What follows belongs to an exercise in optimizing a design on an open flow for small area, a short achievable clock period and few clock cycles per item; a production flow would make more cautious choices. Where RTL was checked, it was by simulation tests only, not by an equivalence proof against the original. Power and IR drop assume default switching activity.

Design j1587_msgdec, start of the top module:
module j1587_msgdec (
    input  wire         clk,
    input  wire         rst,
    input  wire         start,
    input  wire [255:0] frame,
    input  wire [5:0]   frame_len,
    output reg          done,
    output reg  [3:0]   err,
    output reg  [7:0]   mid,
    output reg  [3:0]   nparams,
    output reg  [80:0]  par_pid,    
    output reg  [44:0]  par_pos,    
    output reg  [44:0]  par_dlen    
);
Settings: LEC_CHECK=0, CAP_MARGIN=20, CORE_MARGIN=2, CORE_UTILIZATION=40, SETUP_SLACK_MARGIN=3.0, SLEW_MARGIN=20; clock period 7.0 ns.
standard.sh (not shown) runs the stock make flow with config.mk's settings and CLKGATE_MAP_FILE= SYNTH_SCRIPT=/design/flow/synth_recipe.tcl, a recipe that flattens the netlist after the stock synthesis.
==> flow/flow/run.sh <==
#!/bin/bash
# The standard layout, with plain buffers (buf_1) on the ports instead of
# the flow's default port buffer cell.
export BUFFER_PORTS_ARGS="-buffer_cell sky130_fd_sc_hd__buf_1"
bash standard.sh > standard.log 2>&1
==> next run, changes <==
CORE_UTILIZATION = 60   (was 40)
What happened: This time the run did not get past global routing (5_1_grt), error GRT-0116. Synthesized area does not change. Synthesized cell count is unchanged.
No functional check of the RTL was part of any run of this note.

========
j1587_msgdec, a different RTL version from the one above (not shown whole).
For scale: about 2000 cells after synthesis, roughly 240 flip-flops, roughly 450 I/O pins.
export LEC_CHECK = 0
export CAP_MARGIN = 20
export CORE_MARGIN = 2
export CORE_UTILIZATION = 40
export SETUP_SLACK_MARGIN = 2.5
export SLEW_MARGIN = 20
create_clock -name core_clock -period 7.0 [get_ports {clk}]
Scripts as last shown in full above: flow/flow/run.sh
Testbench counts at the start, summed over its fixed seeds: cycles 6,133, frames 2,400.
==> next run, changes <==
CORE_UTILIZATION = 60   (was 40)
SETUP_SLACK_MARGIN = 3.0   (was 2.5)
Effect: Design area rose by a few percent; count of clock-buffer cells in the layout rose by 3; register-to-register slack gets better by 0.28 ns; core utilization rose by 28 points; flip-flop and latch count does not change; die area fell by a quarter to a third; total power rose by a little under a tenth; sequential power barely changes; wire length fell slightly.

========
## oak
Starting RTL as in the previous note.
==> flow/design.v (excerpt) <==
module j1587_msgdec (
    input  wire         clk,
    input  wire         rst,
    input  wire         start,
    input  wire [255:0] frame,
    input  wire [5:0]   frame_len,
    output reg          done,
    output reg  [3:0]   err,
    output reg  [7:0]   mid,
    output reg  [3:0]   nparams,
    output reg  [80:0]  par_pid,    
    output reg  [44:0]  par_pos,    
    output reg  [44:0]  par_dlen    
);
clock: 7.0 ns
lec_check: 0
cap_margin: 20
core_margin: 2
core_utilization: 70
setup_slack_margin: 2.5
slew_margin: 20
==> flow/flow/run.sh <==
#!/bin/bash
# The standard layout, with two changes:
#  - plain buffers (buf_1) on the ports instead of the flow's default port
#    buffer cell;
#  - after the standard synthesis, fixinv.py removes the inverters that
#    synthesis leaves around full adders (choosing, per full adder, whether
#    it takes its inputs complemented); Yosys then proves the new netlist
#    equivalent to synthesis's, and the flow goes on from the new netlist
#    (or from synthesis's own, if anything here fails).
export BUFFER_PORTS_ARGS="-buffer_cell sky130_fd_sc_hd__buf_1"
bash standard.sh synth > synth.log 2>&1 || exit 1
R=orfs/results/sky130hd/j1587_msgdec/base
LIB=$FLOW_HOME/platforms/sky130hd/lib/sky130_fd_sc_hd__tt_025C_1v80.lib
cp $R/1_2_yosys.v synth_netlist.v
if python3 flow/fixinv.py synth_netlist.v fixed_netlist.v > fixinv.log 2>&1; then
  cat > eq.ys <<EOY
read_liberty -ignore_miss_func $LIB
read_verilog synth_netlist.v
rename $FLOW_TOP gold
read_verilog fixed_netlist.v
rename $FLOW_TOP gate
flatten
opt_clean
cd gate
rename -hide w:_* w:fixinv*
cd gold
rename -hide w:_*
cd
equiv_make gold gate equiv
hierarchy -top equiv
equiv_simple -seq 2
equiv_induct
equiv_status -assert
EOY
  if timeout 1200 yosys -q eq.ys > eq.log 2>&1; then
    echo "equivalence proven; using fixed_netlist.v" >> fixinv.log
    cp fixed_netlist.v $R/1_2_yosys.v
    rm -f $R/1_synth.odb $R/1_synth.sdc
  else
    echo "equivalence not proven; using synthesis's netlist" >> fixinv.log
  fi
fi
bash standard.sh > standard.log 2>&1
Other scripts of this flow, unchanged in this note and not shown: flow/flow/fixinv.py
Run status, oak: aborted in global routing (5_1_grt), error GRT-0232
Testbench counts of oak, summed over its fixed seeds: cycles 6,133, frames 2,400.
--- input diff oak..pine ---
- CORE_UTILIZATION changed from 70 to 60
Findings:
Against oak, pine comes in 10 points lower on initial core utilization.
pine was carried through to the last stage, and its layout satisfied the timing, design-rule and antenna checks.
Delta (pine minus oak): post-DP HPWL went down, total CTS buffers went up.

========
Setup of v6:
Another version of the RTL of j1587_msgdec (not shown whole).
For scale: ~1700 cells after synthesis, about 20000 sq um of cells after synthesis.
clock: 7.0 ns
lec_check: 0
cap_margin: 20
core_margin: 2
core_utilization: 60
setup_slack_margin: 2.0
slew_margin: 20
Scripts as last shown in full above: flow/flow/run.sh
Other scripts of this flow, unchanged in this note and not shown: flow/flow/fixinv.py
v6 finished all stages; the layout is clean.
Testbench counts of v6, summed over its fixed seeds: cycles 6,133, frames 2,400.
Relative to v6, the following input files were edited for v7:
# v6
export LEC_CHECK = 0
export CAP_MARGIN = 20
export CORE_MARGIN = 2
export CORE_UTILIZATION = 60
export SETUP_SLACK_MARGIN = 2.0
export SLEW_MARGIN = 20
create_clock -name core_clock -period 7.0 [get_ports {clk}]
# v7
export LEC_CHECK = 0
export CAP_MARGIN = 20
export CORE_MARGIN = 2
export CORE_UTILIZATION = 60
export SETUP_SLACK_MARGIN = 3.0
export SLEW_MARGIN = 20
create_clock -name core_clock -period 7.0 [get_ports {clk}]
[summary]
- Layout overhead on the synthesized area: v7 vs v6 up 16 points
- v7: number of post-CTS setup repair buffers 97 above v6
- v7 | status: complete | timing, DRC, antenna: pass
- Post-layout total power: v7 vs v6 up 8.0%
- First-iteration DRC count (v7 / v6): 1.3
- v7 ends up with a share of the clock period used by the worst path after layout that is 10 points lower than in v6.
- Comparing v7 with v6, the hold slack came out essentially unchanged.
- Run comparison: v6 slowest cell on the critical path sky130_fd_sc_hd__nor4_1; v7 slowest cell on the critical path sky130_fd_sc_hd__nor4_4
- On v7: final instance area is about 14% higher than what v6 gave.

========
j1587_msgdec, a different RTL version from the one above (not shown whole).
For scale: ~1700 cells after synthesis, roughly 200 flip-flops, roughly 450 I/O pins, ~19000 sq um of cells after synthesis.
clock: 7.0 ns
lec_check: 0
cap_margin: 20
core_margin: 2
core_utilization: 40
setup_slack_margin: 2.5
slew_margin: 20
run.sh (not shown) runs the stock make flow with config.mk's settings and CLKGATE_MAP_FILE= SYNTH_SCRIPT=/design/flow/synth_recipe.tcl, a recipe that flattens the netlist after the stock synthesis.
Stock flow here: none of the scripts above is used.
Next try:
==> flow/flow/run.sh (new file) <==
#!/bin/bash
# The standard layout, with plain buffers (buf_1) on the ports instead of
# the flow's default port buffer cell.
export BUFFER_PORTS_ARGS="-buffer_cell sky130_fd_sc_hd__buf_1"
bash standard.sh > standard.log 2>&1
==> flow/standard.sh (new file) <==
#!/bin/bash
# synth_recipe.tcl (not shown) runs the flow's synth.tcl, then flattens the netlist and writes it again
# the make line also repeats each setting of config.mk as NAME=value (left out here)
make -C /OpenROAD-flow-scripts/flow DESIGN_CONFIG=/design/flow/config.mk WORK_HOME=/design/flow/orfs CLKGATE_MAP_FILE= SYNTH_SCRIPT=/design/flow/synth_recipe.tcl "${@:-finish}"
removed: flow/run.sh
What happened: The new run completed without violations; setup slack hardly moves; cell area falls by 11%; final cell count falls by 0.45%; via count barely changes.
No run of this note included a check of the RTL's function; only the layout flow was run.

========
north:
j1587_msgdec with an RTL version that a note above also has.
Size: roughly 2700 cells after synthesis.
clock: 7.0 ns
lec_check: 0
abc_area: 1
cap_margin: 20
core_margin: 2
core_utilization: 60
setup_slack_margin: 3.0
slew_margin: 20
standard.sh (not shown) runs the stock make flow with config.mk's settings and CLKGATE_MAP_FILE= SYNTH_SCRIPT=/design/flow/synth_recipe.tcl, a recipe that flattens the netlist after the stock synthesis.
==> flow/flow/run.sh <==
#!/bin/bash
# The standard layout, with two changes:
#  - plain buffers (buf_1) on the ports instead of the flow's default port
#    buffer cell;
#  - after the standard synthesis, fixinv.py removes the inverters that
#    synthesis leaves around full adders (choosing, per full adder, whether
#    it takes its inputs complemented); Yosys then proves the new netlist
#    equivalent to synthesis's, and the flow goes on from the new netlist
#    (or from synthesis's own, if anything here fails).
export BUFFER_PORTS_ARGS="-buffer_cell sky130_fd_sc_hd__buf_1"
bash standard.sh synth > synth.log 2>&1 || exit 1
R=orfs/results/sky130hd/j1587_msgdec/base
LIB=$FLOW_HOME/platforms/sky130hd/lib/sky130_fd_sc_hd__tt_025C_1v80.lib
cp $R/1_2_yosys.v synth_netlist.v
if python3 flow/fixinv.py synth_netlist.v fixed_netlist.v > fixinv.log 2>&1; then
  cat > eq.ys <<EOY
read_liberty -ignore_miss_func $LIB
read_verilog synth_netlist.v
rename $FLOW_TOP gold
read_verilog fixed_netlist.v
rename $FLOW_TOP gate
flatten
opt_clean
cd gate
rename -hide w:_* w:fixinv*
cd gold
rename -hide w:_*
cd
equiv_make gold gate equiv
hierarchy -top equiv
equiv_simple -seq 2
equiv_induct
equiv_status -assert
EOY
  if timeout 1200 yosys -q eq.ys > eq.log 2>&1; then
    echo "equivalence proven; using fixed_netlist.v" >> fixinv.log
    cp fixed_netlist.v $R/1_2_yosys.v
    rm -f $R/1_synth.odb $R/1_synth.sdc
  else
    echo "equivalence not proven; using synthesis's netlist" >> fixinv.log
  fi
fi
bash standard.sh > standard.log 2>&1
Other scripts of this flow, unchanged in this note and not shown: flow/flow/fixinv.py
Testbench counts of north, summed over its fixed seeds: cycles 6,133, frames 2,400.
The following lists how south was set up differently from north:
- ABC_AREA: 1 -> unset
Notes after the runs:
- south | stages: all done | timing, DRC, antenna: all pass
- south vs north — number of placement rows dropped 2.9%.
- Of south and north, the lower number of instances in the synthesized netlist belongs to south.
- north -> south: detailed-routing wirelength on met1 decreased by a little under 10%
- Length in cells of the worst reg-to-reg path, south and north: smaller value in south
- Diff north -> south: proportion of layout cells with a drive suffix above 1 picked up an extra 7.8 points, total core area lost 1900 um2.
- The final reports for south and north show routed wire length lower in the former.
- In south the worst hold slack turned out 0.023 ns higher than in north.
- south reports its worst setup path endpoint as cpos[4]$_DFF_P_ while north reports csb_q[23]$_DFF_P_.
- | synthesized area | south vs north | better |
- Sort south and north by worst-case setup margin in the final layout desc -> top: south
- north tops out at a lower clock frequency than south.

afterwards: timing with drivers on the ports:
The flow's constraints put no driver on any port. The routed layouts listed below were extracted and timed again, unchanged, in two steps.
Step 1: set_driving_cell puts a clkbuf_16 on clk and a buf_2 on each other input, an assumption about the parent block.
Step 2 times the ports against the registers' clock, not the clock port: input delays grow and output delays shrink by t, the midpoint of the rising clock arrivals with the driver on.
Slacks: no drivers / after step 1 / after step 2; pairs: no drivers / after step 1.
| run | t (ns) | slack for setup (ns) | worst hold slack (ns) | worst setup path at the end | worst slew at a driven data input, ns |
|---|---|---|---|---|---|
| the first run of note 1 | 0.633 | 2.742 / 2.764 / 2.131 | 0.448 / 0.448 / 0.448 | input to register | 0.12 |
| the first run of note 2 | 0.617 | 2.566 / 2.499 / 1.882 | 0.509 / 0.509 / 0.509 | input to register | 0.13 |
| the second run of note 2 | 0.603 | 2.874 / 2.837 / 2.234 | 0.531 / 0.531 / 0.531 | input to register | 0.15 |
| pine | 0.585 | 2.515 / 2.516 / 1.930 | 0.511 / 0.511 / 0.511 | input to register | 0.05 |
| v6 | 0.606 | 2.041 / 2.041 / 1.592 | 0.512 / 0.512 / 0.512 | input to register | 0.10 |
| v7 | 0.589 | 2.763 / 2.711 / 2.121 | 0.510 / 0.510 / 0.510 | input to register | 0.16 |
| the first run of note 5 | 0.605 | 1.727 / 1.731 / 1.126 | 0.659 / 0.659 / 0.659 | input to register | 0.12 |
| the second run of note 5 | 0.599 | 1.727 / 1.732 / 1.134 | 0.683 / 0.683 / 0.683 | input to register | 0.12 |
| north | 0.611 | 2.700 / 2.736 / 2.125 | 0.512 / 0.512 / 0.512 | input to register | 0.11 |
| south | 0.589 | 2.842 / 2.797 / 2.208 | 0.535 / 0.535 / 0.535 | input to register | 0.23 |
After both steps setup and hold are still met in every run listed. The setup slack of the first run of note 2, which loses most, moves by -0.067 ns with the drivers and by -0.684 ns with both steps.
